Source: an optimization exercise on an open RTL-to-GDS flow (aim: small area, a short achievable clock period and few clock cycles). Production flows keep margins and buffers that such runs may drop. Only simulation tests tie the RTL to the original design; equivalence was not proved. No activity file was given, so power comes from the tool's default toggle rates.

## design/flow/constraint.sdc

```tcl
create_clock -name core_clock -period 10.0 [get_ports {clk}]
set_input_delay 2.0000 -clock core_clock [delete_from_list [all_inputs] [get_ports {clk}]]
set_output_delay 2.0000 -clock core_clock [all_outputs]
set_load 0.01 [all_outputs]
```

## design/flow/config.mk

```make
export PLATFORM = sky130hd
export DESIGN_NAME = hall_engine
export DESIGN_NICKNAME = hall_engine
export VERILOG_FILES = /design/flow/design.v
export SDC_FILE = /design/flow/constraint.sdc
export NUM_CORES = 4
export LEC_CHECK = 0
export ABC_AREA = 1
export CAP_MARGIN = 20
export CORE_MARGIN = 2
export CORE_UTILIZATION = 40
export SETUP_SLACK_MARGIN = 5
export SLEW_MARGIN = 20
```

## design/flow/run.sh

```bash
#!/bin/bash
# synth_recipe.tcl (not shown) runs the flow's synth.tcl, then flattens the netlist and writes it again
# the make line also repeats each setting of config.mk as NAME=value (left out here)
make -C /OpenROAD-flow-scripts/flow DESIGN_CONFIG=/design/flow/config.mk WORK_HOME=/design/flow/orfs CLKGATE_MAP_FILE= SYNTH_SCRIPT=/design/flow/synth_recipe.tcl finish
```

## design/flow/design.v

```verilog
module hall_engine (
    input  wire        clk,
    input  wire        rst,
    input  wire        ev_valid,
    input  wire [1:0]  ev_kind,       
    input  wire [31:0] ev_cmd,
    output wire        ev_ready,
    output reg         rsp_valid,
    output wire [31:0] rsp_result,
    output wire [7:0]  rsp_status,
    output wire        bus_valid,
    output reg         bus_write,
    output reg  [7:0]  bus_addr,
    output reg  [7:0]  bus_wdata,
    output wire [4:0]  bus_len,
    input  wire        bus_ready,
    input  wire        bus_ack,
    input  wire [23:0] bus_rdata,
    output wire        irq_request,
    input  wire        irq_grant,
    output reg         irq_release,
    output reg         sched_valid,
    output wire [15:0] sched_ms,
    output reg         cancel_valid,
    output reg         pub_valid,
    output wire [1:0]  pub_zone,
    output reg         log_valid,
    output wire [2:0]  log_code,
    output reg         alive,
    output reg         dead
);
    localparam [7:0] ADDR_ID      = 8'h00;
    localparam [7:0] ID_VALUE     = 8'h5A;
    localparam [7:0] SAMPLE_ADDR  = 8'h10;
    localparam [7:0] ADDR_INTSRS  = 8'h20;
    localparam [7:0] ADDR_HTH_H   = 8'h21;
    localparam [7:0] ADDR_LATCH   = 8'h25;
    localparam [7:0] ADDR_OPF     = 8'h30;
    localparam [7:0] ADDR_SRST    = 8'h3F;
    localparam [15:0] DELAY_MIN   = 16'd10;
    localparam [15:0] DELAY_RESET = 16'd200;
    localparam [1:0]  ZONE_A = 2'd0, ZONE_B = 2'd1, ZONE_C = 2'd2;
    localparam [2:0] ST_OK = 3'd0, ST_TRANSPORT = 3'd1, ST_IRQATTACH = 3'd3,
                     ST_CAL = 3'd5, ST_ILLEGAL = 3'd6;
    localparam [4:0]
        S_IDLE  = 5'd0,  S_DEC   = 5'd1,  S_I0    = 5'd2,  S_ISR   = 5'd3,
        S_IID   = 5'd4,  S_IPD   = 5'd5,  S_DEAD  = 5'd6,  S_W1    = 5'd7,
        S_MS    = 5'd8,  S_IRQ   = 5'd9,  S_DPEN  = 5'd10, S_DTYPE = 5'd11,
        S_THR   = 5'd12, S_DDET  = 5'd13, S_SPRD  = 5'd14, S_SP2   = 5'd15,
        S_SPTYPE= 5'd16, S_C1    = 5'd17, S_C2    = 5'd18, S_C3    = 5'd19,
        S_CRD   = 5'd20, S_CR0   = 5'd21, S_CRIRQ = 5'd22, S_CR2   = 5'd23,
        S_CRPD  = 5'd24, S_KWAIT = 5'd25;
    localparam [2:0]
        OP_WSTAT = 3'd0, OP_REGRD = 3'd1, OP_CHKID = 3'd2, OP_DISABLE = 3'd3,
        OP_MEAS  = 3'd4, OP_ENABLE = 3'd5, OP_DETINT = 3'd6, OP_WORKER = 3'd7;
    localparam [4:0]
        K_ILLEGAL = 5'd0,  K_ENC = 5'd1, K_DEC = 5'd2, K_CLS = 5'd3, K_UPDTHR = 5'd4,
        K_GETZONE = 5'd5,  K_MODEPD = 5'd6, K_MODEMEAS = 5'd7, K_MODEFUSE = 5'd8,
        K_DETPOLL = 5'd9,  K_DETINT = 5'd10, K_ENABLE = 5'd11, K_DISABLE = 5'd12,
        K_SETDLY = 5'd13,  K_GETEN = 5'd14, K_GETDLY = 5'd15, K_SETDBG = 5'd16,
        K_GETDBG = 5'd17,  K_SETTH = 5'd18, K_GETTH = 5'd19, K_SETTL = 5'd20,
        K_GETTL = 5'd21,   K_SETPOL = 5'd22, K_GETPOL = 5'd23, K_CAL = 5'd24,
        K_GETREF = 5'd25,  K_GETCALST = 5'd26, K_CALAPPLY = 5'd27,
        K_REGRD = 5'd28,   K_REGWR = 5'd29, K_CHKID = 5'd30, K_GETSHADOW = 5'd31;
    reg [7:0]         opf, intsrs;
    reg               enabled, debug;
    reg [15:0]        delay;
    reg [1:0]         last_zone;
    reg signed [15:0] th, tl, cal_ref, pol;
    reg               cal_high_done, cal_low_done;
    reg               irq_attached;
    reg               pending;
    reg [4:0]  state;
    reg [2:0]  op;
    reg        rdy;              
    reg        breq;             
    reg        len3;             
    reg [2:0]  thr_k;            
    reg        thr_sp;           
    reg        irq_req;
    reg        sched_zero;
    reg        log4;
    reg [15:0] res;
    reg        res_sgn;
    reg [2:0]  st;
    reg        pd_valid;
    reg [1:0]  pd_kind;
    reg [4:0]  pd_k;
    reg [7:0]  pd_a;
    reg [15:0] pd_imm;
    reg [7:0]  s_intsrs;
    reg [2:0]  s_opf;            
    reg        s_was;
    reg [1:0]  c_pass;
    reg        c_fail;           
    reg        c_ok;             
    reg [3:0]  c_cnt;
    reg [15:0] c_sum;            
    reg [3:0]  d_rem;
    reg [2:0]  d_cnt;
    reg        d_first;
    reg        d_neg;
    assign ev_ready    = rdy;
    assign bus_valid   = breq;
    assign bus_len     = {3'b000, len3, 1'b1};
    assign irq_request = irq_req;
    assign sched_ms    = sched_zero ? 16'h0000 : delay;
    assign pub_zone    = last_zone;
    assign log_code    = {log4, 1'b0, ~log4};
    assign rsp_result  = {{16{res_sgn}}, res};
    assign rsp_status  = {5'b00000, st};
    wire res10   = opf[4];
    wire det_int = intsrs[7];
    wire beside  = intsrs[6];
    wire pol_pos = ~pol[15] & (pol[14:0] != 15'd0);
    function [15:0] encode;
        input               r10;
        input signed [17:0] v;
        reg signed [17:0]   c;
        begin
            if (r10) begin
                if (v < -18'sd512)      c = -18'sd512;
                else if (v > 18'sd511)  c = 18'sd511;
                else                    c = v;
                encode = {c[9], c[8], 6'b000000, c[7:0]};
            end else begin
                if (v < -18'sd128)      c = -18'sd128;
                else if (v > 18'sd127)  c = 18'sd127;
                else                    c = v;
                encode = {8'h00, c[7:0]};
            end
        end
    endfunction
    function [1:0] classify;
        input signed [15:0] raw;
        input signed [15:0] t_hi;
        input signed [15:0] t_lo;
        input               ppos;
        begin
            if (ppos) begin
                if (raw >= t_hi)      classify = ZONE_C;
                else if (raw <= t_lo) classify = ZONE_A;
                else                  classify = ZONE_B;
            end else begin
                if (raw <= t_lo)      classify = ZONE_C;
                else if (raw >= t_hi) classify = ZONE_A;
                else                  classify = ZONE_B;
            end
        end
    endfunction
    function [7:0] dstep;
        input [7:0] t;
        integer i;
        begin
            dstep = 8'h00;
            for (i = 0; i < 160; i = i + 1)
                if (t == i) dstep = ((i / 10) << 4) | (i % 10);
        end
    endfunction
    wire [9:0] s10 = res10 ? {bus_rdata[15], bus_rdata[14], bus_rdata[23:16]}
                           : {bus_rdata[23], bus_rdata[23], bus_rdata[23:16]};
    wire drdy = bus_rdata[0];
    wire th_big = ~th[15] & (th[14:9] != 6'b000000);    
    wire th_sml =  th[15] & (th[14:9] != 6'b111111);    
    wire tl_big = ~tl[15] & (tl[14:9] != 6'b000000);
    wire tl_sml =  tl[15] & (tl[14:9] != 6'b111111);
    wire signed [9:0] s10s = s10;
    wire signed [9:0] th10 = th[9:0];
    wire signed [9:0] tl10 = tl[9:0];
    wire s_ge_th = th_sml | (~th_big & (s10s >= th10));
    wire s_le_tl = tl_big | (~tl_sml & (s10s <= tl10));
    wire [1:0] s_zone = pol_pos ? (s_ge_th ? ZONE_C : (s_le_tl ? ZONE_A : ZONE_B))
                                : (s_le_tl ? ZONE_C : (s_ge_th ? ZONE_A : ZONE_B));
    wire [2:0]  thr_n    = (state == S_THR) ? thr_k + 3'd1 : 3'd0;
    wire        bes_eff  = (state == S_DTYPE || state == S_SPTYPE) ? bus_wdata[6] : beside;
    wire        thr_add  = bes_eff ^ thr_n[1];
    wire signed [17:0] thr_base = thr_n[1] ? {{2{tl[15]}}, tl} : {{2{th[15]}}, th};
    wire signed [17:0] thr_v    = thr_base + (thr_add ? 18'sd15 : -18'sd15);
    wire [15:0] thr_enc  = encode(res10, thr_v);
    wire [7:0]  thr_data = thr_n[2] ? 8'h01 : (thr_n[0] ? thr_enc[7:0] : thr_enc[15:8]);
    wire [7:0]  thr_addr = ADDR_HTH_H + {5'd0, thr_n};
    wire       lz_b      = (last_zone == ZONE_B);
    wire       type_chg  = (beside == lz_b);
    wire [7:0] type_data = {intsrs[7], ~lz_b, intsrs[5:0]};
    wire        acc_on  = (state == S_CRD);
    wire        d_corr  = d_neg & (d_rem != 4'd0);
    wire [15:0] sum_b   = acc_on ? {{6{s10[9]}}, s10} : {15'd0, d_corr};
    wire [15:0] sum_add = c_sum + sum_b;
    wire [3:0]  d_rin   = d_first ? (c_sum[15] ? 4'd9 : 4'd0) : d_rem;
    wire [7:0]  d_step  = dstep({d_rin, c_sum[15:12]});
    wire        d_done  = (d_cnt == 3'd0);
    wire [7:0]  e_op  = ev_cmd[31:24];
    wire [7:0]  e_a   = ev_cmd[23:16];
    wire [15:0] e_imm = ev_cmd[15:0];
    wire        a0    = (e_a == 8'h00);
    wire        a01   = (e_a[7:1] == 7'h00);
    wire        i0    = (e_imm == 16'h0000);
    reg  [4:0]  e_k;
    always @(*) begin
        e_k = K_ILLEGAL;
        case (e_op)
            8'h01: if (a01) e_k = K_ENC;
            8'h02: if (a01) e_k = K_DEC;
            8'h10: if (a0) e_k = K_CLS;
            8'h11: if (a0 && i0) e_k = K_UPDTHR;
            8'h12: if (a0 && i0) e_k = K_GETZONE;
            8'h20: if (i0) begin
                       if (e_a == 8'h00) e_k = K_MODEPD;
                       else if (e_a == 8'h01) e_k = K_MODEMEAS;
                       else if (e_a == 8'h02) e_k = K_MODEFUSE;
                   end
            8'h21: if (i0) begin
                       if (e_a == 8'h00) e_k = K_DETPOLL;
                       else if (e_a == 8'h01) e_k = K_DETINT;
                   end
            8'h22: if (a0 && i0) e_k = K_ENABLE;
            8'h23: if (a0 && i0) e_k = K_DISABLE;
            8'h24: if (a0) e_k = K_SETDLY;
            8'h25: if (a0 && i0) e_k = K_GETEN;
            8'h26: if (a0 && i0) e_k = K_GETDLY;
            8'h27: if (a01 && i0) e_k = K_SETDBG;
            8'h28: if (a0 && i0) e_k = K_GETDBG;
            8'h30: if (a0) e_k = K_SETTH;
            8'h31: if (a0 && i0) e_k = K_GETTH;
            8'h32: if (a0) e_k = K_SETTL;
            8'h33: if (a0 && i0) e_k = K_GETTL;
            8'h34: if (a0) e_k = K_SETPOL;
            8'h35: if (a0 && i0) e_k = K_GETPOL;
            8'h40: if (a0 && i0) e_k = K_CAL;
            8'h41: if (i0 && (e_a == 8'h01 || e_a == 8'h02)) e_k = K_CAL;
            8'h42: if (a0 && i0) e_k = K_GETREF;
            8'h43: if (a0 && i0) e_k = K_GETCALST;
            8'h44: if (i0 && (e_a == 8'h01 || e_a == 8'h02)) e_k = K_CALAPPLY;
            8'h50: if (i0) e_k = K_REGRD;
            8'h51: if (e_imm[15:8] == 8'h00) e_k = K_REGWR;
            8'h52: if (a0 && i0) e_k = K_CHKID;
            8'h53: if (a01 && i0) e_k = K_GETSHADOW;
            default: e_k = K_ILLEGAL;
        endcase
    end
    wire signed [15:0] p_simm = pd_imm;
    wire [15:0] p_enc = encode(pd_a[0], {{2{p_simm[15]}}, p_simm});
    wire [15:0] p_dec = pd_a[0] ? {{6{pd_imm[15]}}, pd_imm[15], pd_imm[14], pd_imm[7:0]}
                                : {{8{pd_imm[7]}}, pd_imm[7:0]};
    wire [1:0]  p_cls = classify(p_simm, th, tl, pol_pos);
    wire [15:0] p_dly = (pd_imm < DELAY_MIN) ? DELAY_MIN : pd_imm;
    wire        p_apply_th = (pol_pos == (pd_a[1:0] == 2'd1));
    wire [15:0] p_apply = cal_ref + (p_apply_th ? -16'sd12 : 16'sd12);
    task finish;
        input [15:0] r;
        input        sg;
        input [2:0]  s;
        begin
            res <= r; res_sgn <= sg; st <= s;
            rsp_valid <= 1'b1;
            rdy <= 1'b1;
            state <= S_IDLE;
        end
    endtask
    task issue;
        input       wr;
        input [7:0] a;
        input [7:0] d;
        input       l3;
        input [4:0] ns;
        begin
            breq <= 1'b1; bus_write <= wr; bus_addr <= a; bus_wdata <= d; len3 <= l3;
            state <= ns;
        end
    endtask
    task sp_end;
        begin
            if (enabled && !det_int) begin
                sched_valid <= 1'b1; sched_zero <= 1'b0; pending <= 1'b1;
            end
            if (op == OP_ENABLE) enabled <= 1'b1;
            finish(16'h0, 1'b0, ST_OK);
        end
    endtask
    task start_di;
        begin
            if (type_chg) issue(1'b1, ADDR_INTSRS, type_data, 1'b0, S_DTYPE);
            else begin
                thr_k <= 3'd0; thr_sp <= 1'b0;
                issue(1'b1, thr_addr, thr_data, 1'b0, S_THR);
            end
        end
    endtask
    task start_ms;
        begin
            issue(1'b1, ADDR_OPF, (opf & 8'hFD) | 8'h01, 1'b0, S_MS);
        end
    endtask
    task start_cr;
        begin
            issue(1'b1, ADDR_INTSRS, s_intsrs, 1'b0, S_CR0);
        end
    endtask
    task kfin;
        input f;
        begin
            if (c_ok && !d_done) state <= S_KWAIT;
            else begin
                if (c_ok) cal_ref <= sum_add;
                if (f) finish(16'h0, 1'b0, ST_CAL);
                else begin
                    finish(sum_add, sum_add[15], ST_OK);
                    if (c_pass == 2'd1) cal_high_done <= 1'b1;
                    if (c_pass == 2'd2) cal_low_done  <= 1'b1;
                end
            end
        end
    endtask
    task exec_ev;
        input [1:0] k;
        begin
            case (k)
                2'd1: begin
                    if (pending) begin
                        pending <= 1'b0;
                        op <= OP_WORKER;
                        rdy <= 1'b0;
                        issue(1'b0, SAMPLE_ADDR, 8'h00, 1'b1, S_SPRD);
                    end else rsp_valid <= 1'b1;
                end
                2'd2: begin
                    if (irq_attached) begin
                        sched_valid <= 1'b1; sched_zero <= 1'b1; pending <= 1'b1;
                    end
                    rsp_valid <= 1'b1;
                end
                default: rsp_valid <= 1'b1;
            endcase
        end
    endtask
    task exec_cmd;
        begin
            rdy <= 1'b0;
            case (pd_k)
                K_ILLEGAL:  finish(16'h0, 1'b0, ST_ILLEGAL);
                K_ENC:      finish(p_enc, 1'b0, ST_OK);
                K_DEC:      finish(p_dec, p_dec[15], ST_OK);
                K_CLS:      finish({14'h0, p_cls}, 1'b0, ST_OK);
                K_UPDTHR: begin
                    op <= OP_WSTAT; thr_k <= 3'd0; thr_sp <= 1'b0;
                    issue(1'b1, thr_addr, thr_data, 1'b0, S_THR);
                end
                K_GETZONE:  finish({14'h0, last_zone}, 1'b0, ST_OK);
                K_MODEPD: begin
                    if (irq_attached) begin irq_release <= 1'b1; irq_attached <= 1'b0; end
                    op <= OP_WSTAT;
                    issue(1'b1, ADDR_OPF, opf & 8'hFE, 1'b0, S_W1);
                end
                K_MODEMEAS: begin op <= OP_MEAS; start_ms; end
                K_MODEFUSE: begin
                    op <= OP_WSTAT;
                    issue(1'b1, ADDR_OPF, opf | 8'h03, 1'b0, S_W1);
                end
                K_DETPOLL: begin
                    op <= OP_WSTAT;
                    issue(1'b1, ADDR_INTSRS, intsrs & 8'h7F, 1'b0, S_W1);
                end
                K_DETINT: begin op <= OP_DETINT; start_di; end
                K_ENABLE: begin
                    if (enabled) finish(16'h0, 1'b0, ST_OK);
                    else begin
                        op <= OP_ENABLE;
                        if (det_int) start_di;
                        else issue(1'b1, ADDR_INTSRS, intsrs & 8'h7F, 1'b0, S_DPEN);
                    end
                end
                K_DISABLE: begin
                    if (!enabled) finish(16'h0, 1'b0, ST_OK);
                    else begin
                        cancel_valid <= 1'b1; pending <= 1'b0;
                        if (irq_attached) begin irq_release <= 1'b1; irq_attached <= 1'b0; end
                        op <= OP_DISABLE;
                        issue(1'b1, ADDR_OPF, opf & 8'hFE, 1'b0, S_W1);
                    end
                end
                K_SETDLY: begin
                    delay <= p_dly;
                    if (enabled && !det_int) begin
                        cancel_valid <= 1'b1;
                        sched_valid <= 1'b1; sched_zero <= 1'b0; pending <= 1'b1;
                    end
                    finish(16'h0, 1'b0, ST_OK);
                end
                K_GETEN:    finish({15'h0, enabled}, 1'b0, ST_OK);
                K_GETDLY:   finish(delay, 1'b0, ST_OK);
                K_SETDBG: begin debug <= pd_a[0]; finish(16'h0, 1'b0, ST_OK); end
                K_GETDBG:   finish({15'h0, debug}, 1'b0, ST_OK);
                K_SETTH: begin th <= pd_imm; finish(16'h0, 1'b0, ST_OK); end
                K_GETTH:    finish(th, th[15], ST_OK);
                K_SETTL: begin tl <= pd_imm; finish(16'h0, 1'b0, ST_OK); end
                K_GETTL:    finish(tl, tl[15], ST_OK);
                K_SETPOL: begin pol <= pd_imm; finish(16'h0, 1'b0, ST_OK); end
                K_GETPOL:   finish(pol, pol[15], ST_OK);
                K_CAL: begin
                    s_intsrs <= intsrs; s_opf <= opf[4:2]; s_was <= irq_attached;
                    c_pass <= pd_a[1:0]; c_fail <= 1'b0; c_ok <= 1'b0;
                    if (irq_attached) begin irq_release <= 1'b1; irq_attached <= 1'b0; end
                    issue(1'b1, ADDR_INTSRS, intsrs & 8'h78, 1'b0, S_C1);
                end
                K_GETREF:   finish(cal_ref, cal_ref[15], ST_OK);
                K_GETCALST: finish({14'h0, cal_low_done, cal_high_done}, 1'b0, ST_OK);
                K_CALAPPLY: begin
                    if (p_apply_th) th <= p_apply; else tl <= p_apply;
                    finish(16'h0, 1'b0, ST_OK);
                end
                K_REGRD: begin
                    op <= OP_REGRD;
                    issue(1'b0, pd_a, 8'h00, 1'b0, S_W1);
                end
                K_REGWR: begin
                    op <= OP_WSTAT;
                    issue(1'b1, pd_a, pd_imm[7:0], 1'b0, S_W1);
                end
                K_CHKID: begin
                    op <= OP_CHKID;
                    issue(1'b0, ADDR_ID, 8'h00, 1'b0, S_W1);
                end
                default:    finish({8'h00, pd_a[0] ? intsrs : opf}, 1'b0, ST_OK);  
            endcase
        end
    endtask
    wire bus_done = breq & bus_ready;
    wire ok       = bus_ack;
    always @(posedge clk) begin
        pd_kind <= ev_kind;
        pd_k    <= e_k;
        pd_a    <= e_a;
        pd_imm  <= e_imm;
        if (rst) begin
            opf           <= 8'h00;
            intsrs        <= 8'h00;
            enabled       <= 1'b0;
            debug         <= 1'b0;
            delay         <= DELAY_RESET;
            last_zone     <= ZONE_B;
            th            <= 16'sd100;
            tl            <= -16'sd100;
            cal_ref       <= 16'sd0;
            pol           <= -16'sd1;
            cal_high_done <= 1'b0;
            cal_low_done  <= 1'b0;
            irq_attached  <= 1'b0;
            pending       <= 1'b0;
            state         <= S_I0;
            rdy           <= 1'b0;
            breq          <= 1'b0;
            irq_req       <= 1'b0;
            pd_valid      <= 1'b0;
            d_cnt         <= 3'd0;
            rsp_valid     <= 1'b0;
            irq_release   <= 1'b0;
            sched_valid   <= 1'b0;
            cancel_valid  <= 1'b0;
            pub_valid     <= 1'b0;
            log_valid     <= 1'b0;
            alive         <= 1'b0;
            dead          <= 1'b0;
        end else begin
            rsp_valid    <= 1'b0;
            irq_release  <= 1'b0;
            sched_valid  <= 1'b0;
            cancel_valid <= 1'b0;
            pub_valid    <= 1'b0;
            log_valid    <= 1'b0;
            irq_req      <= 1'b0;
            pd_valid <= ev_valid & ~rdy;
            if (bus_done) begin
                breq <= 1'b0;
                if (bus_ack && bus_write) begin
                    if (bus_addr == ADDR_OPF)    opf    <= bus_wdata;
                    if (bus_addr == ADDR_INTSRS) intsrs <= bus_wdata;
                end
            end
            if (!d_done) begin
                d_cnt   <= d_cnt - 3'd1;
                d_first <= 1'b0;
                if (d_first) d_neg <= c_sum[15];
                c_sum   <= {c_sum[11:0], d_step[7:4]};
                d_rem   <= d_step[3:0];
            end
            case (state)
            S_I0: issue(1'b1, ADDR_SRST, 8'h01, 1'b0, S_ISR);
            S_ISR: if (bus_ready) begin
                if (!ok) begin dead <= 1'b1; state <= S_DEAD; end
                else issue(1'b0, ADDR_ID, 8'h00, 1'b0, S_IID);
            end
            S_IID: if (bus_ready) begin
                if (!ok || bus_rdata[7:0] != ID_VALUE) begin dead <= 1'b1; state <= S_DEAD; end
                else issue(1'b1, ADDR_OPF, opf & 8'hFE, 1'b0, S_IPD);
            end
            S_IPD: if (bus_ready) begin
                if (!ok) begin dead <= 1'b1; state <= S_DEAD; end
                else begin alive <= 1'b1; rdy <= 1'b1; state <= S_IDLE; end
            end
            S_DEAD: ;
            S_IDLE: begin
                if (pd_valid) begin
                    if (pd_kind == 2'd0) exec_cmd;
                    else exec_ev(pd_kind);
                end else if (ev_valid) begin
                    if (ev_kind == 2'd0) begin rdy <= 1'b0; state <= S_DEC; end
                    else exec_ev(ev_kind);
                end
            end
            S_DEC: exec_cmd;
            S_W1: if (bus_ready) begin
                case (op)
                    OP_REGRD:   finish(ok ? {8'h00, bus_rdata[7:0]} : 16'h0, 1'b0, ok ? ST_OK : ST_TRANSPORT);
                    OP_CHKID:   finish({15'h0, ok && bus_rdata[7:0] == ID_VALUE}, 1'b0, ok ? ST_OK : ST_TRANSPORT);
                    OP_DISABLE: begin
                        if (ok) enabled <= 1'b0;
                        finish(16'h0, 1'b0, ok ? ST_OK : ST_TRANSPORT);
                    end
                    default:    finish(16'h0, 1'b0, ok ? ST_OK : ST_TRANSPORT);
                endcase
            end
            S_MS: if (bus_ready) begin
                if (!ok) finish(16'h0, 1'b0, ST_TRANSPORT);
                else if (det_int && !irq_attached) begin
                    irq_req <= 1'b1; state <= S_IRQ;
                end else if (op == OP_ENABLE) begin
                    if (!det_int) begin
                        sched_valid <= 1'b1; sched_zero <= 1'b0; pending <= 1'b1;
                        enabled <= 1'b1;
                        finish(16'h0, 1'b0, ST_OK);
                    end else issue(1'b0, SAMPLE_ADDR, 8'h00, 1'b1, S_SPRD);
                end else finish(16'h0, 1'b0, ST_OK);
            end
            S_IRQ: begin
                if (irq_grant) irq_attached <= 1'b1;
                if (op == OP_ENABLE && irq_grant) issue(1'b0, SAMPLE_ADDR, 8'h00, 1'b1, S_SPRD);
                else finish(16'h0, 1'b0, irq_grant ? ST_OK : ST_IRQATTACH);
            end
            S_DPEN: if (bus_ready) begin
                if (!ok) finish(16'h0, 1'b0, ST_TRANSPORT);
                else start_ms;
            end
            S_DTYPE: if (bus_ready) begin
                if (!ok) finish(16'h0, 1'b0, ST_TRANSPORT);
                else begin
                    thr_k <= 3'd0; thr_sp <= 1'b0;
                    issue(1'b1, thr_addr, thr_data, 1'b0, S_THR);
                end
            end
            S_DDET: if (bus_ready) begin
                if (!ok) finish(16'h0, 1'b0, ST_TRANSPORT);
                else if (op == OP_ENABLE) start_ms;
                else finish(16'h0, 1'b0, ST_OK);
            end
            S_THR: if (bus_ready) begin
                if (!ok) begin
                    if (thr_sp) begin
                        log_valid <= 1'b1; log4 <= 1'b0;
                        sp_end;
                    end else finish(16'h0, 1'b0, ST_TRANSPORT);
                end else if (thr_k != 3'd4) begin
                    thr_k <= thr_n;
                    issue(1'b1, thr_addr, thr_data, 1'b0, S_THR);
                end else if (thr_sp) sp_end;
                else if (op == OP_WSTAT) finish(16'h0, 1'b0, ST_OK);
                else issue(1'b1, ADDR_INTSRS, intsrs | 8'h80, 1'b0, S_DDET);
            end
            S_SPRD: if (bus_ready) begin
                if (!ok) begin
                    log_valid <= 1'b1; log4 <= 1'b0;
                    sp_end;
                end else if (!drdy) begin
                    log_valid <= 1'b1; log4 <= 1'b1;
                    sp_end;
                end else begin
                    last_zone <= s_zone;
                    pub_valid <= 1'b1;
                    if (det_int) state <= S_SP2;
                    else sp_end;
                end
            end
            S_SP2: begin
                if (type_chg) issue(1'b1, ADDR_INTSRS, type_data, 1'b0, S_SPTYPE);
                else begin
                    thr_k <= 3'd0; thr_sp <= 1'b1;
                    issue(1'b1, thr_addr, thr_data, 1'b0, S_THR);
                end
            end
            S_SPTYPE: if (bus_ready) begin
                if (!ok) begin
                    log_valid <= 1'b1; log4 <= 1'b0;
                    sp_end;
                end else begin
                    thr_k <= 3'd0; thr_sp <= 1'b1;
                    issue(1'b1, thr_addr, thr_data, 1'b0, S_THR);
                end
            end
            S_C1: if (bus_ready) begin
                if (!ok) begin c_fail <= 1'b1; start_cr; end
                else issue(1'b1, ADDR_OPF, opf & 8'hFE, 1'b0, S_C2);
            end
            S_C2: if (bus_ready) begin
                if (!ok) begin c_fail <= 1'b1; start_cr; end
                else issue(1'b1, ADDR_OPF, (opf & 8'hF0) | 8'h0D, 1'b0, S_C3);
            end
            S_C3: if (bus_ready) begin
                if (!ok) begin c_fail <= 1'b1; start_cr; end
                else begin
                    c_cnt <= 4'd0; c_sum <= 16'h0;
                    issue(1'b0, SAMPLE_ADDR, 8'h00, 1'b1, S_CRD);
                end
            end
            S_CRD: if (bus_ready) begin
                if (!ok || !drdy) begin c_fail <= 1'b1; start_cr; end
                else begin
                    c_sum <= sum_add;
                    c_cnt <= c_cnt + 4'd1;
                    if (c_cnt == 4'd9) begin
                        c_ok <= 1'b1;
                        d_cnt <= 3'd4; d_first <= 1'b1;
                        start_cr;
                    end else issue(1'b0, SAMPLE_ADDR, 8'h00, 1'b1, S_CRD);
                end
            end
            S_CR0: if (bus_ready) begin
                if (!ok) c_fail <= 1'b1;
                if (s_was) begin irq_req <= 1'b1; state <= S_CRIRQ; end
                else issue(1'b1, ADDR_OPF, (opf & 8'hE0) | {s_opf, 2'b01}, 1'b0, S_CR2);
            end
            S_CRIRQ: begin
                if (irq_grant) irq_attached <= 1'b1;
                else c_fail <= 1'b1;
                issue(1'b1, ADDR_OPF, (opf & 8'hE0) | {s_opf, 2'b01}, 1'b0, S_CR2);
            end
            S_CR2: if (bus_ready) begin
                if (!ok) c_fail <= 1'b1;
                if (!enabled) begin
                    if (irq_attached) begin irq_release <= 1'b1; irq_attached <= 1'b0; end
                    issue(1'b1, ADDR_OPF, (ok ? bus_wdata : opf) & 8'hFE, 1'b0, S_CRPD);
                end else kfin(c_fail | !ok);
            end
            S_CRPD: if (bus_ready) begin
                if (!ok) c_fail <= 1'b1;
                kfin(c_fail | !ok);
            end
            S_KWAIT: kfin(c_fail);
            default: state <= S_IDLE;
            endcase
        end
    end
endmodule
```

==> reports/summary.txt, run 1 <==
Synth area leaders -> dfxtp_1, edfxtp_1, nand2_1, inv_1, o21ai_0
Mapped Cells -> 3059
Critical Setup Path Class -> reg2reg
Final setup viols -> 0
# rows -> 82
clock slew at reported path FFs -> 0.06 ns
Ys Warns -> 1
buffers added on ports -> 141
drt total wl -> 99500 um
Die Y -> 229 um
Final nets -> 3439
first-pass GRT wire length -> 145000 um
routed length per placed instance -> 25.1 um
# fillers -> 5190
slowest CP cell -> o21ai_0
P_sw -> 2.00 mW
uppermost layer routed -> met4
PnR worst setup slack -> 4.09 ns
vias per inst -> 6.17
Placed Instances -> 3795
final core occ -> 0.496
min-delay worst type -> reg2reg
Initial Util -> 0.405
Comb power frac -> 0.434
vias in the first global route -> 22600
DP Worst Slack -> 3.29 ns
largest net degree at the start of global routing -> 92
final worst-path cycle share -> 0.591
DPL Wire Length -> 74200 um
ys async rst share -> 0
Overall Global Routing Usage -> 0.361
chip width -> 229 um
share of power burned in registers -> 0.309
Synth Flop Type -> dfxtp_1
Final Hold Fails -> 0
die area -> 52500 um^2
Yosys cell types -> 67
core area -> 50100 um^2
startpoint types -> flip-flop
clk_skew -> 0.0401 ns
LEAKAGE -> 10.6 nW
Yosys top cell area share -> 0.153
R2R Setup Slk -> 4.09 ns
clock tree buffer depth -> 3
critical path's largest stage delay -> 0.53 ns
DR pass1 iterations -> 6
final hold slack -> 0.454 ns
final setup TNS -> 0 ns
Vias -> 24500
final instance area -> 24800 um^2
Clock Power Share -> 0.256
clk root buf -> clkbuf_16
Clock Sinks -> 244
Pins Over Slew Limit -> 0
gpl congestion -> 1.03
#FFs+latches synth -> 244
layout cells sized above 1 -> 0.0990
Antenna Nets Post-Route -> 0
sw frac -> 0.434
total number of H-tree levels -> 1
data arrival time of the critical path -> 6.38 ns
RSZ-0062 raised after global routing -> yes
crit end category -> flip-flop
DP Area -> 22400 um^2
DR iter-0 viols -> 3060
Max Cap Viol -> 0
n_diodes -> 0
routed wl met2 -> 43400 um
number of flops mapped to enable cells by yosys -> 89
M1 WL -> 40300 um
CP dominant cell by count -> buf_4
PD cells -> 186 nW/um^2
number of CTS-inserted buffers -> 30
measured slew at the worst slew-check pin -> 1.17 ns
I/O pin cnt -> 158
grt ovf -> 0
Pint -> 2.61 mW
Tot Pwr -> 4.61 mW
Max Clk Rate -> 0.169 GHz
CP Data Required Time -> 10.48 ns
DRC -> 0
Register Area -> 5790 um^2
sequential share of the synthesized area -> 0.285
Max FO, Critical Path -> 18
Final Instance Count excl. Fillers -> 3964
Yosys top cell by area -> dfxtp_1
Max VDD drop -> 0.128 mV
Worst slew margin -> 0.200
area grow syn2layout -> 22.4%
TritonCTS clock tree -> yes
final critical-path required period -> 5.91 ns
Avg Cell Area, Syn -> 6.63 um^2
outcome -> complete, no violations
wire length on met3 -> 10200 um
mapped cell area -> 20300 um^2
Clk Latency, worst-skew pair -> 0.63 ns
area occupied by multi-input gates -> 12700 um^2
initial antenna violation count -> 0
worst paths after layout:
path,startpoint,endpoint,depth (start not counted)
setup / recovery,state[2],bus_wdata[0],34
hold / removal,dead,dead,2
setup reg to reg,state[2],bus_wdata[0],34
hold reg to reg,dead,dead,2
cells in the mapped netlist (all sizes together) (11+ instances only):
cell type,count
xnor2,16
o21ai,319
o31ai,11
o2111ai,36
a31oi,25
a2111oi,24
nand3,100
o221ai,23
xor2,31
a211oi,32
edfxtp,89
o211ai,60
a221oi,24
clkbuf,80
a21oi,218
nor3,68
dfxtp,155
nand2,496
nand4,56
o22ai,35
nor2,412
ha,104
buf,34
nor4,51
inv,465
clkinv,13
flip-flops by register name, indices dropped and copies added, names as in the netlist, 4 cells and up:
| register | count |
|---|---|
| bus_wdata | 8 |
| res | 16 |
| bus_addr | 8 |
| delay | 16 |
| opf | 8 |
| tl | 16 |
| pd_a | 8 |
| cal_ref | 16 |
| c_sum | 16 |
| intsrs | 8 |
| state | 5 |
| th | 16 |
| c_cnt | 4 |
| pol | 16 |
| s_intsrs | 8 |
| pd_imm | 16 |
| d_rem | 4 |
| pd_k | 5 |
power groups by stage:
stage	combinational (mW)	clock [mW]	sequential [mW]
5_1_grt	2.14	1.22	1.44
2_1_floorplan	1.09	0	1.36
4_1_cts	1.83	1.19	1.43
3_3_place_gp	1.77	0	1.45
6_report	2.00	1.18	1.43
3_5_place_dp	1.77	0	1.45
cell families after synthesis:
| logic type | Yosys count | share of synthesized area |
|---|---|---|
| AOI/OAI and AO/OA | 861 | 0.259 |
| other | 2 | 0.000370 |
| xor gates and xnor gates | 47 | 0.0203 |
| buffers and inverters | 592 | 0.115 |
| and+or+nand+nor | 1204 | 0.253 |
| DFF | 244 | 0.285 |
| adders and majority gates | 107 | 0.0671 |
| muxes | 2 | 0.000987 |
routing by layer:
metal  vias to the layer above  track usage
li1                      11000            -
met1                     11600        0.483
met2                      1562        0.565
met3                       306       0.0623
met4                         0        0.173
met5                         -            0
worst max-delay path, delay by kind of cell (launching register included):
kind	cells	cell delay [ns]
compound gates	9	1.84
simple gates	13	1.78
buf+inv	10	1.25
flops	1	0.39
fa+ha+maj	1	0.37
xor+xnor	1	0.13
layout make-up:
cell class / count / area share
inverters: 478 / 0.0736
flip-flops and latches: 244 / 0.233
multi-input cells: 2232 / 0.512
clock inverters: 19 / 0.00937
clock buffers: 37 / 0.0329
repair buffers: 282 / 0.105
well taps: 672 / 0.0339
placed cells by master, fill, tap and decap left out, types with 20 or more instances in the layout:
master           count
dfxtp_1            150
clkdlybuf4s50_1    136
a221oi_1            23
nand2_1            477
a21oi_1            207
o21ai_1             20
ha_1                99
clkbuf_16           31
a211oi_1            31
nand4_1             56
o22ai_1             35
o21ai_0            285
a2111oi_0           22
nor3_1              64
buf_4              116
inv_1              443
nand3_1             94
buf_6               21
a31oi_1             24
xor2_1              28
nor2_1             394
nor4_1              46
edfxtp_1            89
o2111ai_1           35
o211ai_1            60
what timing repair did:
action / CTS / global route
setup endpoints to repair: 17 / 82
pin swaps: 41 / 60
hold buffers: 0 / 0
gates cloned: 1 / 1
resized for setup: 57 / 101
buffers inserted: 78 / 33
Testbench counts, summed over its fixed seeds: cycles 11,603.
==> inputs of run 2 (changes only) <==
--- a/design/flow/config.mk
+++ b/design/flow/config.mk
@@ -5,7 +5,6 @@
 export SDC_FILE = /design/flow/constraint.sdc
 export NUM_CORES = 4
 export LEC_CHECK = 0
-export ABC_AREA = 1
 export CAP_MARGIN = 20
 export CORE_MARGIN = 2
 export CORE_UTILIZATION = 40
==> reports/summary.txt, run 2 <==
DP Worst Slack -> 2.98 ns
Synth area leaders -> dfxtp_1, edfxtp_1, ha_1, a21oi_1, nand2_1
P_sw -> 2.57 mW
Post-Synth XOR/XNOR Area -> 0.0208
core area -> 49000 um^2
min-delay worst type -> reg2reg
final core occ -> 0.485
Overall Global Routing Usage -> 0.343
Ys Warns -> 1
Antenna Nets Post-Route -> 0
n_diodes -> 0
share of power burned in registers -> 0.262
Yosys top cell by area -> dfxtp_1
RSZ-0062 raised after global routing -> yes
vias per inst -> 6.52
Die Y -> 227 um
R2R Setup Slk -> 5.04 ns
Avg Cell Area, Syn -> 7.59 um^2
worst hold path startpoint -> alive
Max Clk Rate -> 0.202 GHz
measured slew at the worst slew-check pin -> 1.13 ns
Final Hold Fails -> 0
clk_skew -> 0.0250 ns
Clock Sinks -> 244
LEAKAGE -> 8.95 nW
DRC -> 0
chip width -> 227 um
clock slew at reported path FFs -> 0.07 ns
vias in the first global route -> 20600
# fillers -> 4811
TritonCTS clock tree -> yes
clock tree buffer depth -> 3
mapped cell area -> 19800 um^2
R2R Path Start -> state[3]
startpoint types -> flip-flop
crit end category -> flip-flop
grt ovf -> 0
DPL Wire Length -> 66600 um
layout cells sized above 1 -> 0.0962
gpl congestion -> 1.01
PnR worst setup slack -> 5.04 ns
DR iter-0 viols -> 3054
ys async rst share -> 0
commonest non-fill, non-tap cell in the layout -> nand2_1
simple-gate share of the synthesized area -> 0.227
sequential share of the synthesized area -> 0.292
#FFs+latches synth -> 244
Max Cap Viol -> 0
initial antenna violation count -> 4
largest net degree at the start of global routing -> 69
outcome -> complete, no violations
number of flops mapped to enable cells by yosys -> 89
Yosys cell types -> 95
Max VDD drop -> 0.137 mV
Yosys top cell area share -> 0.157
Placed Instances -> 3305
routed length per placed instance -> 26.7 um
PD cells -> 237 nW/um^2
final setup TNS -> 0 ns
DR pass1 iterations -> 8
CP Data Required Time -> 10.47 ns
sw frac -> 0.455
Clk Latency, worst-skew pair -> 0.61 ns
data arrival time of the critical path -> 5.43 ns
number of CTS-inserted buffers -> 30
I/O pin cnt -> 158
total number of H-tree levels -> 1
Critical Setup Path Class -> reg2reg
compound-gate portion of the synthesized area -> 0.293
most common cell in the netlist -> nand2_1
Pint -> 3.07 mW
# rows -> 81
Post-synth top cells -> nand2_1, nor2_1, a21oi_1
clk root buf -> clkbuf_16
Final nets -> 2882
drt total wl -> 90700 um
Worst slew margin -> 0.247
mux contribution to synthesized area -> 0.0404
final critical-path required period -> 4.96 ns
Synth Flop Type -> dfxtp_1
Final Instance Count excl. Fillers -> 3399
Max FO, Critical Path -> 8
CP startpoint -> state[3]
final worst-path cycle share -> 0.496
Final setup viols -> 0
die area -> 51300 um^2
Initial Util -> 0.405
Vias -> 22200
largest family of logic cells by synthesized area -> compound AO/OA/AOI/OAI gates
Mapped Cells -> 2609
Clock Power Share -> 0.211
commonest non-fill, non-tap cells in the layout -> nand2_1, nor2_1, a21oi_1
first-pass GRT wire length -> 133000 um
area grow syn2layout -> 19.9%
Adder-Cell Fraction of Synth Area -> 0.0702
Pins Over Slew Limit -> 0
buffers added on ports -> 141
Comb power frac -> 0.527
## run 2: cell families (layout without fill, tap and decap cells)
logic type	Yosys count	count (layout)
simple gates	966	967
xor+xnor	47	47
other cells	2	10
mux	79	79
flops	244	244
compound gates	891	891
buf+inv	270	387
fa+ha+maj	110	110
## run 2: metal layers
metal	wire, um	up-vias	part of all wire	GRT usage
li1	-	9890	-	-
met1	37800	10600	0.42	0.473
met2	39400	1391	0.43	0.532
met3	10100	226	0.11	0.0697
met4	3340	4	0.037	0.117
met5	32	-	0.00035	0
## run 2: path summary, 6_finish.rpt
| check | to | cells after the start |
|---|---|---|
| max | bus_wdata[6] | 19 |
| min | alive | 2 |
| max reg2reg | bus_wdata[6] | 19 |
| min reg2reg | alive | 2 |
## run 2: layout make-up
class | count | area (um^2) | share of cell area
Clock buffer | 45 | 995 | 0.0419
Clock inverter | 11 | 77.6 | 0.00326
Inverter | 97 | 388 | 0.0163
Multi-Input combinational cell | 2104 | 13400 | 0.566
Sequential cell | 244 | 5780 | 0.243
Tap cell | 664 | 831 | 0.0350
Timing Repair Buffer | 234 | 2240 | 0.0944
## run 2: critical path: stages (launching register included)
cell and delay (ns):
dfxtp_4 0.43, clkinvlp_4 0.25, nor2_4 0.20, nand2_4 0.09, o21ai_4 0.20, mux2i_4 0.31, xnor2_4 0.19, clkinv_4 0.15
ha_1 0.44, a21oi_1 0.12, o21ai_2 0.27, nor3_1 0.12, a311oi_2 0.32, o311ai_4 0.21, nor4_4 0.46, a31oi_2 0.22
nor2b_1 0.22, nor2_1 0.07, a2111oi_1 0.39, or3_1 0.16
## run 2: metrics by stage
| step | power (mW) | area [um^2] | hold WS, ns |
|---|---|---|---|
| floorplan | 3.00 | 19900 | 0.406 |
| global placement | 3.99 | 21800 | 0.440 |
| detailed placement | 4.00 | 21800 | 0.446 |
| CTS | 5.42 | 23400 | 0.455 |
| global route | 5.84 | 23800 | 0.484 |
| finish | 5.64 | 23800 | 0.454 |
## run 2: what timing repair did
item | 4_1_cts | 5_1_grt
endpoints found under the setup margin | 27 | 28
hold buffers | 0 | 0
setup buffers | 15 | 19
resized for setup | 69 | 52
gates cloned | 4 | 0
pin swaps | 12 | 12
## run 2: power groups by stage
stage | Combinational (mW) | Clock, mW | Sequential [mW]
2_1_floorplan | 1.61 | 0 | 1.39
3_3_place_gp | 2.52 | 0 | 1.47
3_5_place_dp | 2.53 | 0 | 1.47
4_1_cts | 2.76 | 1.19 | 1.46
5_1_grt | 3.13 | 1.23 | 1.49
6_report | 2.97 | 1.19 | 1.48
==> inputs of run 3 (changes only) <==
--- a/design/flow/config.mk
+++ b/design/flow/config.mk
@@ -8,5 +8,4 @@
 export CAP_MARGIN = 20
 export CORE_MARGIN = 2
 export CORE_UTILIZATION = 40
-export SETUP_SLACK_MARGIN = 5
 export SLEW_MARGIN = 20
==> reports/summary.txt, run 3 <==
vias per inst -> 6.45
largest net degree at the start of global routing -> 63
Synth Flop Type -> dfxtp_1
# fillers -> 4952
final setup TNS -> 0 ns
final critical-path required period -> 7.03 ns
Pins Over Slew Limit -> 0
final worst-path cycle share -> 0.703
clk root buf -> clkbuf_16
cts hold-fix bufs -> 0
Die Y -> 227 um
clock slew at reported path FFs -> 0.06 ns
startpoint types -> flip-flop
number of CTS-inserted buffers -> 30
largest family of logic cells by synthesized area -> compound AO/OA/AOI/OAI gates
initial antenna violation count -> 2
simple-gate share of the synthesized area -> 0.227
clock tree buffer depth -> 3
first-pass GRT wire length -> 131000 um
#FFs+latches synth -> 244
compound-gate portion of the synthesized area -> 0.293
# rows -> 81
DRC -> 0
commonest non-fill, non-tap cell in the layout -> nand2_1
buffers added on ports -> 141
Final setup viols -> 0
Setup Buffers After CTS -> 0
Post-Synth XOR/XNOR Area -> 0.0208
Critical Setup Path Class -> reg2reg
routed length per placed instance -> 26.8 um
most common cell in the netlist -> nand2_1
I/O pin cnt -> 158
Adder-Cell Fraction of Synth Area -> 0.0702
DR pass1 iterations -> 8
LEAKAGE -> 8.60 nW
Overall Global Routing Usage -> 0.342
Synth area leaders -> dfxtp_1, edfxtp_1, ha_1, a21oi_1, nand2_1
grt ovf -> 0
Worst slew margin -> 0.266
chip width -> 227 um
commonest non-fill, non-tap cells in the layout -> nand2_1, nor2_1, a21oi_1
Initial Util -> 0.405
grt met3 use -> 0.0908
Tot Pwr -> 5.22 mW
PD cells -> 229 nW/um^2
Max FO, Critical Path -> 27
measured slew at the worst slew-check pin -> 1.10 ns
sequential share of the synthesized area -> 0.292
clk_skew -> 0.0188 ns
DPL Wire Length -> 68000 um
crit end category -> flip-flop
Max VDD drop -> 0.161 mV
DR iter-0 viols -> 3014
Clock Sinks -> 244
CP Data Required Time -> 10.34 ns
Yosys top cell by area -> dfxtp_1
TritonCTS clock tree -> yes
total number of H-tree levels -> 1
Vias -> 21700
Final Instance Count excl. Fillers -> 3369
Max Clk Rate -> 0.142 GHz
core area -> 49000 um^2
Yosys top cell area share -> 0.157
Clk Latency, worst-skew pair -> 0.60 ns
Post-synth top cells -> nand2_1, nor2_1, a21oi_1
Yosys cell types -> 95
outcome -> complete, no violations
Antenna Nets Post-Route -> 0
M2 GR Usage -> 0.530
RSZ-0062 raised after global routing -> no
ys async rst share -> 0
GR peak layer -> met2
number of flops mapped to enable cells by yosys -> 89
Final Hold Fails -> 0
mapped cell area -> 19800 um^2
mux contribution to synthesized area -> 0.0404
Mapped Cells -> 2609
Placed Instances -> 3312
Gates resized, CTS repair -> 0
min-delay worst type -> reg2reg
data arrival time of the critical path -> 7.37 ns
area grow syn2layout -> 15.1%
vias in the first global route -> 20300
die area -> 51300 um^2
Max Cap Viol -> 0
Avg Cell Area, Syn -> 7.59 um^2
Ys Warns -> 1
gpl congestion -> 1.02
grt met1 use -> 0.463
Final nets -> 2851
drt total wl -> 90300 um
layout cells sized above 1 -> 0.0607
[run 3: cell count changes in the layout (fill, tap and decap cells not counted), moves of 5 or more]
cell,change
inv_1,+5
o21ai_0,+7
nor2_1,+5
ha_1,+8
a21oi_1,+8
buf_4,-20
a21oi_2,-7
ha_2,-5
[run 3: path summary, 6_finish.rpt]
kind                  from            to  slack [ns]  cells after the start
setup / recovery  state[3]  bus_wdata[0]        2.97                     22
hold / removal       alive         alive        0.48                      2
setup reg to reg  state[3]  bus_wdata[0]        2.97                     22
hold reg to reg      alive         alive        0.48                      2
[run 3: report_power, final]
group	internal [mW]	switching (mW)
combinational	0.922	1.71
sequential	1.24	0.229
clock	0.627	0.485
[run 3: cell families after synthesis]
| kind of cell | Yosys count |
|---|---|
| and+or+nand+nor | 966 |
| AOI/OAI and AO/OA | 891 |
| buffers and inverters | 270 |
| DFF | 244 |
| adders and majority gates | 110 |
| muxes | 79 |
| xor gates and xnor gates | 47 |
| other | 2 |
[run 3: critical path: stages, from the launching register on]
cell      delay, ns
dfxtp_1        0.30
buf_4          0.23
inv_1          0.17
buf_4          0.23
nand2_1        0.35
nor2_1         0.25
nand2_1        0.13
o21ai_1        0.34
mux2i_1        0.18
xnor2_1        0.60
inv_1          0.44
ha_1           0.46
a21o_1         0.20
a211o_1        0.32
or3_1          0.35
o2111a_1       0.25
a311oi_2       0.39
nand2b_1       0.21
o31ai_1        0.64
o21ai_0        0.19
a21oi_1        0.20
o21ai_0        0.13
a21o_1         0.21
[run 3: area by class of cell]
type / count / area [um^2] / area share
Antenna cell: 1 / 2.50 / 0.000110
Clock buffer: 45 / 905 / 0.0397
Tap cell: 664 / 831 / 0.0364
Multi-Input combinational cell: 2103 / 13000 / 0.569
Sequential cell: 244 / 5780 / 0.253
Timing Repair Buffer: 204 / 1880 / 0.0824
Clock inverter: 11 / 80.1 / 0.00351
Inverter: 97 / 364 / 0.0160
[run 3: metrics by stage]
step / cell area [um^2] / hold slack (ns) / setup WS, ns / utilization
after floorplan: 19800 / 0.406 / 4.42 / -
after global placement: 21800 / 0.441 / 3.28 / 0.446
after detailed placement: 21800 / 0.456 / 3.15 / 0.446
after CTS: 22800 / 0.481 / 3.14 / 0.466
after global routing: 22800 / 0.497 / 2.46 / 0.466
final: 22800 / 0.478 / 2.97 / 0.466
[run 3: per-layer routing]
metal  part of all wire  wire (um)  vias up
li1                   -          -     9814
met1               0.42      37700    10400
met2               0.43      39100     1321
met3               0.12      10500      203
met4              0.033       2990        4
met5            0.00019         17        -
==> inputs of run 4 (changes only) <==
--- a/design/flow/design.v
+++ b/design/flow/design.v
@@ -77,10 +77,11 @@
     reg        len3;             
     reg [2:0]  thr_k;            
     reg        thr_sp;           
+    reg        tw;               
     reg        irq_req;
     reg        sched_zero;
     reg        log4;
-    reg [15:0] res;
+    reg [15:0] res;              
     reg        res_sgn;
     reg [2:0]  st;
     reg        pd_valid;
@@ -95,7 +96,6 @@
     reg        c_fail;           
     reg        c_ok;             
     reg [3:0]  c_cnt;
-    reg [15:0] c_sum;            
     reg [3:0]  d_rem;
     reg [2:0]  d_cnt;
     reg        d_first;
@@ -148,13 +148,13 @@
             end
         end
     endfunction
-    function [7:0] dstep;
-        input [7:0] t;
-        integer i;
-        begin
-            dstep = 8'h00;
-            for (i = 0; i < 160; i = i + 1)
-                if (t == i) dstep = ((i / 10) << 4) | (i % 10);
+    function [4:0] dbit;
+        input [3:0] r;
+        input       b;
+        reg   [4:0] t;
+        begin
+            t = {r, b};
+            dbit = (t >= 5'd10) ? {1'b1, t[3:0] - 4'd10} : {1'b0, t[3:0]};
         end
     endfunction
     wire [9:0] s10 = res10 ? {bus_rdata[15], bus_rdata[14], bus_rdata[23:16]}
@@ -171,13 +171,18 @@
     wire s_le_tl = tl_big | (~tl_sml & (s10s <= tl10));
     wire [1:0] s_zone = pol_pos ? (s_ge_th ? ZONE_C : (s_le_tl ? ZONE_A : ZONE_B))
                                 : (s_le_tl ? ZONE_C : (s_ge_th ? ZONE_A : ZONE_B));
-    wire [2:0]  thr_n    = (state == S_THR) ? thr_k + 3'd1 : 3'd0;
-    wire        bes_eff  = (state == S_DTYPE || state == S_SPTYPE) ? bus_wdata[6] : beside;
+    wire [2:0]  thr_n    = thr_k;
+    wire        bes_eff  = tw ? bus_wdata[6] : beside;
     wire        thr_add  = bes_eff ^ thr_n[1];
-    wire signed [17:0] thr_base = thr_n[1] ? {{2{tl[15]}}, tl} : {{2{th[15]}}, th};
-    wire signed [17:0] thr_v    = thr_base + (thr_add ? 18'sd15 : -18'sd15);
-    wire [15:0] thr_enc  = encode(res10, thr_v);
-    wire [7:0]  thr_data = thr_n[2] ? 8'h01 : (thr_n[0] ? thr_enc[7:0] : thr_enc[15:8]);
+    wire signed [15:0] thr_base = thr_n[1] ? tl : th;
+    wire [9:0]  thr_sum  = thr_base[9:0] + (thr_add ? 10'd15 : -10'd15);
+    wire t_hi10 = thr_add ? (thr_base >  16'sd496) : (thr_base >  16'sd526);
+    wire t_lo10 = thr_add ? (thr_base < -16'sd527) : (thr_base < -16'sd497);
+    wire t_hi8  = thr_add ? (thr_base >  16'sd112) : (thr_base >  16'sd142);
+    wire t_lo8  = thr_add ? (thr_base < -16'sd143) : (thr_base < -16'sd113);
+    wire [9:0]  thr_c    = res10 ? (t_hi10 ? 10'h1FF : t_lo10 ? 10'h200 : thr_sum)
+                                 : (t_hi8  ? 10'h07F : t_lo8  ? 10'h380 : thr_sum);
+    wire [7:0]  thr_data = thr_n[2] ? 8'h01 : (thr_n[0] ? thr_c[7:0] : {res10 & thr_c[9], res10 & thr_c[8], 6'b000000});
     wire [7:0]  thr_addr = ADDR_HTH_H + {5'd0, thr_n};
     wire       lz_b      = (last_zone == ZONE_B);
     wire       type_chg  = (beside == lz_b);
@@ -185,9 +190,13 @@
     wire        acc_on  = (state == S_CRD);
     wire        d_corr  = d_neg & (d_rem != 4'd0);
     wire [15:0] sum_b   = acc_on ? {{6{s10[9]}}, s10} : {15'd0, d_corr};
-    wire [15:0] sum_add = c_sum + sum_b;
-    wire [3:0]  d_rin   = d_first ? (c_sum[15] ? 4'd9 : 4'd0) : d_rem;
-    wire [7:0]  d_step  = dstep({d_rin, c_sum[15:12]});
+    wire [15:0] sum_add = res + sum_b;
+    wire [3:0]  d_rin   = d_first ? (res[15] ? 4'd9 : 4'd0) : d_rem;
+    wire [4:0]  d_s3    = dbit(d_rin, res[15]);
+    wire [4:0]  d_s2    = dbit(d_s3[3:0], res[14]);
+    wire [4:0]  d_s1    = dbit(d_s2[3:0], res[13]);
+    wire [4:0]  d_s0    = dbit(d_s1[3:0], res[12]);
+    wire [7:0]  d_step  = {d_s3[4], d_s2[4], d_s1[4], d_s0[4], d_s0[3:0]};
     wire        d_done  = (d_cnt == 3'd0);
     wire [7:0]  e_op  = ev_cmd[31:24];
     wire [7:0]  e_a   = ev_cmd[23:16];
@@ -246,6 +255,29 @@
     wire [15:0] p_dly = (pd_imm < DELAY_MIN) ? DELAY_MIN : pd_imm;
     wire        p_apply_th = (pol_pos == (pd_a[1:0] == 2'd1));
     wire [15:0] p_apply = cal_ref + (p_apply_th ? -16'sd12 : 16'sd12);
+    reg [15:0] c_res;
+    reg        c_sgn;
+    reg [2:0]  c_st;
+    always @(*) begin
+        c_res = 16'h0; c_sgn = 1'b0; c_st = ST_OK;
+        case (pd_k)
+            K_ILLEGAL:  c_st = ST_ILLEGAL;
+            K_ENC:      c_res = p_enc;
+            K_DEC:      begin c_res = p_dec; c_sgn = p_dec[15]; end
+            K_CLS:      c_res = {14'h0, p_cls};
+            K_GETZONE:  c_res = {14'h0, last_zone};
+            K_GETEN:    c_res = {15'h0, enabled};
+            K_GETDLY:   c_res = delay;
+            K_GETDBG:   c_res = {15'h0, debug};
+            K_GETTH:    begin c_res = th; c_sgn = th[15]; end
+            K_GETTL:    begin c_res = tl; c_sgn = tl[15]; end
+            K_GETPOL:   begin c_res = pol; c_sgn = pol[15]; end
+            K_GETREF:   begin c_res = cal_ref; c_sgn = cal_ref[15]; end
+            K_GETCALST: c_res = {14'h0, cal_low_done, cal_high_done};
+            K_GETSHADOW: c_res = {8'h00, pd_a[0] ? intsrs : opf};
+            default: ;
+        endcase
+    end
     task finish;
         input [15:0] r;
         input        sg;
@@ -266,6 +298,7 @@
         begin
             breq <= 1'b1; bus_write <= wr; bus_addr <= a; bus_wdata <= d; len3 <= l3;
             state <= ns;
+            tw <= (ns == S_DTYPE) || (ns == S_SPTYPE);
         end
     endtask
     task sp_end;
@@ -281,7 +314,7 @@
         begin
             if (type_chg) issue(1'b1, ADDR_INTSRS, type_data, 1'b0, S_DTYPE);
             else begin
-                thr_k <= 3'd0; thr_sp <= 1'b0;
+                thr_k <= 3'd1; thr_sp <= 1'b0;
                 issue(1'b1, thr_addr, thr_data, 1'b0, S_THR);
             end
         end
@@ -337,15 +370,10 @@
         begin
             rdy <= 1'b0;
             case (pd_k)
-                K_ILLEGAL:  finish(16'h0, 1'b0, ST_ILLEGAL);
-                K_ENC:      finish(p_enc, 1'b0, ST_OK);
-                K_DEC:      finish(p_dec, p_dec[15], ST_OK);
-                K_CLS:      finish({14'h0, p_cls}, 1'b0, ST_OK);
                 K_UPDTHR: begin
-                    op <= OP_WSTAT; thr_k <= 3'd0; thr_sp <= 1'b0;
+                    op <= OP_WSTAT; thr_k <= 3'd1; thr_sp <= 1'b0;
                     issue(1'b1, thr_addr, thr_data, 1'b0, S_THR);
                 end
-                K_GETZONE:  finish({14'h0, last_zone}, 1'b0, ST_OK);
                 K_MODEPD: begin
                     if (irq_attached) begin irq_release <= 1'b1; irq_attached <= 1'b0; end
                     op <= OP_WSTAT;
@@ -384,29 +412,21 @@
                         cancel_valid <= 1'b1;
                         sched_valid <= 1'b1; sched_zero <= 1'b0; pending <= 1'b1;
                     end
-                    finish(16'h0, 1'b0, ST_OK);
+                    finish(c_res, c_sgn, c_st);
                 end
-                K_GETEN:    finish({15'h0, enabled}, 1'b0, ST_OK);
-                K_GETDLY:   finish(delay, 1'b0, ST_OK);
-                K_SETDBG: begin debug <= pd_a[0]; finish(16'h0, 1'b0, ST_OK); end
-                K_GETDBG:   finish({15'h0, debug}, 1'b0, ST_OK);
-                K_SETTH: begin th <= pd_imm; finish(16'h0, 1'b0, ST_OK); end
-                K_GETTH:    finish(th, th[15], ST_OK);
-                K_SETTL: begin tl <= pd_imm; finish(16'h0, 1'b0, ST_OK); end
-                K_GETTL:    finish(tl, tl[15], ST_OK);
-                K_SETPOL: begin pol <= pd_imm; finish(16'h0, 1'b0, ST_OK); end
-                K_GETPOL:   finish(pol, pol[15], ST_OK);
+                K_SETDBG: begin debug <= pd_a[0]; finish(c_res, c_sgn, c_st); end
+                K_SETTH: begin th <= pd_imm; finish(c_res, c_sgn, c_st); end
+                K_SETTL: begin tl <= pd_imm; finish(c_res, c_sgn, c_st); end
+                K_SETPOL: begin pol <= pd_imm; finish(c_res, c_sgn, c_st); end
                 K_CAL: begin
                     s_intsrs <= intsrs; s_opf <= opf[4:2]; s_was <= irq_attached;
                     c_pass <= pd_a[1:0]; c_fail <= 1'b0; c_ok <= 1'b0;
                     if (irq_attached) begin irq_release <= 1'b1; irq_attached <= 1'b0; end
                     issue(1'b1, ADDR_INTSRS, intsrs & 8'h78, 1'b0, S_C1);
                 end
-                K_GETREF:   finish(cal_ref, cal_ref[15], ST_OK);
-                K_GETCALST: finish({14'h0, cal_low_done, cal_high_done}, 1'b0, ST_OK);
                 K_CALAPPLY: begin
                     if (p_apply_th) th <= p_apply; else tl <= p_apply;
-                    finish(16'h0, 1'b0, ST_OK);
+                    finish(c_res, c_sgn, c_st);
                 end
                 K_REGRD: begin
                     op <= OP_REGRD;
@@ -420,7 +440,7 @@
                     op <= OP_CHKID;
                     issue(1'b0, ADDR_ID, 8'h00, 1'b0, S_W1);
                 end
-                default:    finish({8'h00, pd_a[0] ? intsrs : opf}, 1'b0, ST_OK);  
+                default:    finish(c_res, c_sgn, c_st);
             endcase
         end
     endtask
@@ -451,6 +471,7 @@
             breq          <= 1'b0;
             irq_req       <= 1'b0;
             pd_valid      <= 1'b0;
+            thr_k         <= 3'd0;
             d_cnt         <= 3'd0;
             rsp_valid     <= 1'b0;
             irq_release   <= 1'b0;
@@ -479,8 +500,8 @@
             if (!d_done) begin
                 d_cnt   <= d_cnt - 3'd1;
                 d_first <= 1'b0;
-                if (d_first) d_neg <= c_sum[15];
-                c_sum   <= {c_sum[11:0], d_step[7:4]};
+                if (d_first) d_neg <= res[15];
+                res   <= {res[11:0], d_step[7:4]};
                 d_rem   <= d_step[3:0];
             end
             case (state)
@@ -543,7 +564,7 @@
             S_DTYPE: if (bus_ready) begin
                 if (!ok) finish(16'h0, 1'b0, ST_TRANSPORT);
                 else begin
-                    thr_k <= 3'd0; thr_sp <= 1'b0;
+                    thr_k <= 3'd1; thr_sp <= 1'b0;
                     issue(1'b1, thr_addr, thr_data, 1'b0, S_THR);
                 end
             end
@@ -553,13 +574,14 @@
                 else finish(16'h0, 1'b0, ST_OK);
             end
             S_THR: if (bus_ready) begin
+                if (!ok || thr_k == 3'd5) thr_k <= 3'd0;
                 if (!ok) begin
                     if (thr_sp) begin
                         log_valid <= 1'b1; log4 <= 1'b0;
                         sp_end;
                     end else finish(16'h0, 1'b0, ST_TRANSPORT);
-                end else if (thr_k != 3'd4) begin
-                    thr_k <= thr_n;
+                end else if (thr_k != 3'd5) begin
+                    thr_k <= thr_k + 3'd1;
                     issue(1'b1, thr_addr, thr_data, 1'b0, S_THR);
                 end else if (thr_sp) sp_end;
                 else if (op == OP_WSTAT) finish(16'h0, 1'b0, ST_OK);
@@ -582,7 +604,7 @@
             S_SP2: begin
                 if (type_chg) issue(1'b1, ADDR_INTSRS, type_data, 1'b0, S_SPTYPE);
                 else begin
-                    thr_k <= 3'd0; thr_sp <= 1'b1;
+                    thr_k <= 3'd1; thr_sp <= 1'b1;
                     issue(1'b1, thr_addr, thr_data, 1'b0, S_THR);
                 end
             end
@@ -591,7 +613,7 @@
                     log_valid <= 1'b1; log4 <= 1'b0;
                     sp_end;
                 end else begin
-                    thr_k <= 3'd0; thr_sp <= 1'b1;
+                    thr_k <= 3'd1; thr_sp <= 1'b1;
                     issue(1'b1, thr_addr, thr_data, 1'b0, S_THR);
                 end
             end
@@ -606,14 +628,14 @@
             S_C3: if (bus_ready) begin
                 if (!ok) begin c_fail <= 1'b1; start_cr; end
                 else begin
-                    c_cnt <= 4'd0; c_sum <= 16'h0;
+                    c_cnt <= 4'd0; res <= 16'h0;
                     issue(1'b0, SAMPLE_ADDR, 8'h00, 1'b1, S_CRD);
                 end
             end
             S_CRD: if (bus_ready) begin
                 if (!ok || !drdy) begin c_fail <= 1'b1; start_cr; end
                 else begin
-                    c_sum <= sum_add;
+                    res <= sum_add;
                     c_cnt <= c_cnt + 4'd1;
                     if (c_cnt == 4'd9) begin
                         c_ok <= 1'b1;
--- a/design/flow/config.mk
+++ b/design/flow/config.mk
@@ -8,4 +8,5 @@
 export CAP_MARGIN = 20
 export CORE_MARGIN = 2
 export CORE_UTILIZATION = 40
+export SETUP_SLACK_MARGIN = 5
 export SLEW_MARGIN = 20
==> reports/summary.txt, run 4 <==
# rows -> 81
Final nets -> 2748
WP buf/inv -> 1
Synth Flop Type -> dfxtp_1
crit-path leading delay family -> compound AO/OA/AOI/OAI gates
number of CTS-inserted buffers -> 30
min-delay worst type -> reg2reg
Die Y -> 225 um
Yosys top cell by area -> dfxtp_1
Synth area leaders -> dfxtp_1, edfxtp_1, ha_1, nand2_1, a21oi_1
final worst-path cycle share -> 0.493
layout cells sized above 1 -> 0.0709
die area -> 50700 um^2
RSZ-0062 raised after global routing -> yes
Avg Cell Area, Syn -> 7.70 um^2
final setup TNS -> 0 ns
Vias -> 21600
Placed Instances -> 3175
initial antenna violation count -> 4
crit end category -> flip-flop
Post-synth top cells -> nand2_1, nor2_1, a21oi_1
worst-path cell chain -> clkdlybuf4s50_1 > nand2_1 > a21oi_4 > ha_1 > nand3_1 > a211oi_1 > nor3b_1 > o31ai_1 > xnor2_2 > a21oi_1
TritonCTS clock tree -> yes
sequential share of the synthesized area -> 0.271
final core occ -> 0.461
#FFs+latches synth -> 229
outcome -> complete, no violations
Final Hold Fails -> 0
CP Data Required Time -> 10.32 ns
gpl congestion -> 0.986
chip width -> 225 um
Critical Setup Path Class -> in2reg
clock tree buffer depth -> 3
DR iter-0 viols -> 2727
routed wl met2 -> 38200 um
M1 WL -> 36800 um
Antenna Nets Post-Route -> 0
commonest non-fill, non-tap cells in the layout -> nand2_1, nor2_1, a21oi_1
DP Area -> 21300 um^2
ys async rst share -> 0
uppermost layer routed -> met5
core area -> 48600 um^2
Clock Sinks -> 229
Overall Global Routing Usage -> 0.334
final hold slack -> 0.450 ns
Initial Util -> 0.402
clk_skew -> 0.0537 ns
# fillers -> 4874
first-pass GRT wire length -> 129000 um
area grow syn2layout -> 14.7%
Pins Over Slew Limit -> 0
routed length per placed instance -> 27.0 um
clock slew at reported path FFs -> 0.06 ns
final critical-path required period -> 4.93 ns
DR pass1 iterations -> 6
Final Instance Count excl. Fillers -> 3232
Max VDD drop -> 0.128 mV
vias in the first global route -> 20100
total number of H-tree levels -> 1
number of flops mapped to enable cells by yosys -> 71
LEAKAGE -> 8.06 nW
I/O pin cnt -> 158
startpoint types -> input pin
Tot Pwr -> 4.70 mW
Worst slew margin -> 0.156
data arrival time of the critical path -> 5.25 ns
critical path's largest stage delay -> 0.76 ns
n_diodes -> 0
DP Worst Slack -> 4.25 ns
Ys Warns -> 1
Yosys top cell area share -> 0.162
Final setup viols -> 0
measured slew at the worst slew-check pin -> 1.26 ns
grt ovf -> 0
PnR worst setup slack -> 5.07 ns
commonest non-fill, non-tap cell in the layout -> nand2_1
most common cell in the netlist -> nand2_1
vias per inst -> 6.67
mapped cell area -> 19600 um^2
DRC -> 0
largest net degree at the start of global routing -> 71
Yosys cell types -> 111
PD cells -> 209 nW/um^2
clk root buf -> clkbuf_16
Mapped Cells -> 2540
wire length on met3 -> 8740 um
DPL Wire Length -> 65200 um
Max Cap Viol -> 0
slowest CP cell -> clkdlybuf4s50_1
cts hold-fix bufs -> 0
Clk Latency, worst-skew pair -> 0.64 ns
Max FO, Critical Path -> 7
drt total wl -> 87300 um
final instance area -> 22400 um^2
buffers added on ports -> 141
Max Clk Rate -> 0.203 GHz
==> run 4: cell count changes after synthesis, moves of 15 or more <==
| cell | delta |
|---|---|
| o21ai_0 | -26 |
| edfxtp_1 | -18 |
| buf_2 | +20 |
| clkbuf_1 | -19 |
| a211oi_1 | +16 |
| a21oi_1 | -50 |
| nand3_1 | +18 |
| nand2_1 | -43 |
| nor2_1 | -27 |
| nor4_1 | +15 |
==> run 4: cell families after synthesis <==
kind of cell / Yosys count / synth area share
AOI/OAI and AO/OA: 854 / 0.295
xor gates and xnor gates: 47 / 0.0224
other: 2 / 0.000384
DFF: 229 / 0.271
buffers and inverters: 271 / 0.0608
adders and majority gates: 100 / 0.0645
and+or+nand+nor: 963 / 0.246
muxes: 74 / 0.0398
==> run 4: cell type report <==
class	instances	area [um^2]	share of cell area
Timing Repair Buffer	189	1770	0.0790
Multi-Input combinational cell	2048	13200	0.588
Clock buffer	41	876	0.0390
Inverter	88	330	0.0147
Clock inverter	15	181	0.00809
Tap cell	622	778	0.0347
Sequential cell	229	5300	0.236
==> run 4: worst paths after layout <==
path	to	slack [ns]	start	cells after the start
hold / removal	alive	0.45	alive	2
setup / recovery	res_sgn	5.07	bus_rdata[23]	10
hold reg to reg	alive	0.45	alive	2
setup reg to reg	res[14]	5.33	state[2]	17
==> run 4: worst reg2reg max path, stage by stage (launching register included) <==
cell and delay [ns]:
dfxtp_2 0.32, buf_6 0.38, nor2b_1 0.21, buf_4 0.25
nand2_1 0.15, buf_4 0.23, o311ai_0 0.23, o21ai_0 0.23
ha_1 0.28, fa_1 0.41, a21oi_1 0.20, o211ai_1 0.16
o211ai_1 0.36, o21ai_0 0.20, o21ai_0 0.28, a21oi_1 0.13
xnor2_1 0.27, o221ai_1 0.15
==> run 4: power by group <==
part / leakage [nW] / internal, mW / switching [mW]
Clock: 0.519 / 0.689 / 0.481
Sequential: 1.97 / 1.15 / 0.206
Combinational: 5.57 / 0.864 / 1.31
Total: 8.06 / 2.70 / 1.99
==> run 4: repair_timing <==
item	in CTS	in global routing
buffers inserted	0	0
gates cloned	0	0
pin swaps	0	1
setup endpoints to repair	3	8
gates resized for setup	3	6
==> run 4: metal layers <==
metal  up-vias  GRT usage
li1       9674          -
met1     10400      0.465
met2      1315      0.519
met3       221     0.0515
met4         2      0.125
met5         -          0
Testbench counts of run 4, summed over its fixed seeds: cycles 11,603.

Check on run 4: ideal ports give 5.068 ns setup slack; a clkbuf_16 on the clock port and buf_2 on the inputs give 5.100 ns; moving port delays by the midpoint clock arrival (0.667 ns) as well gives 4.433 ns.
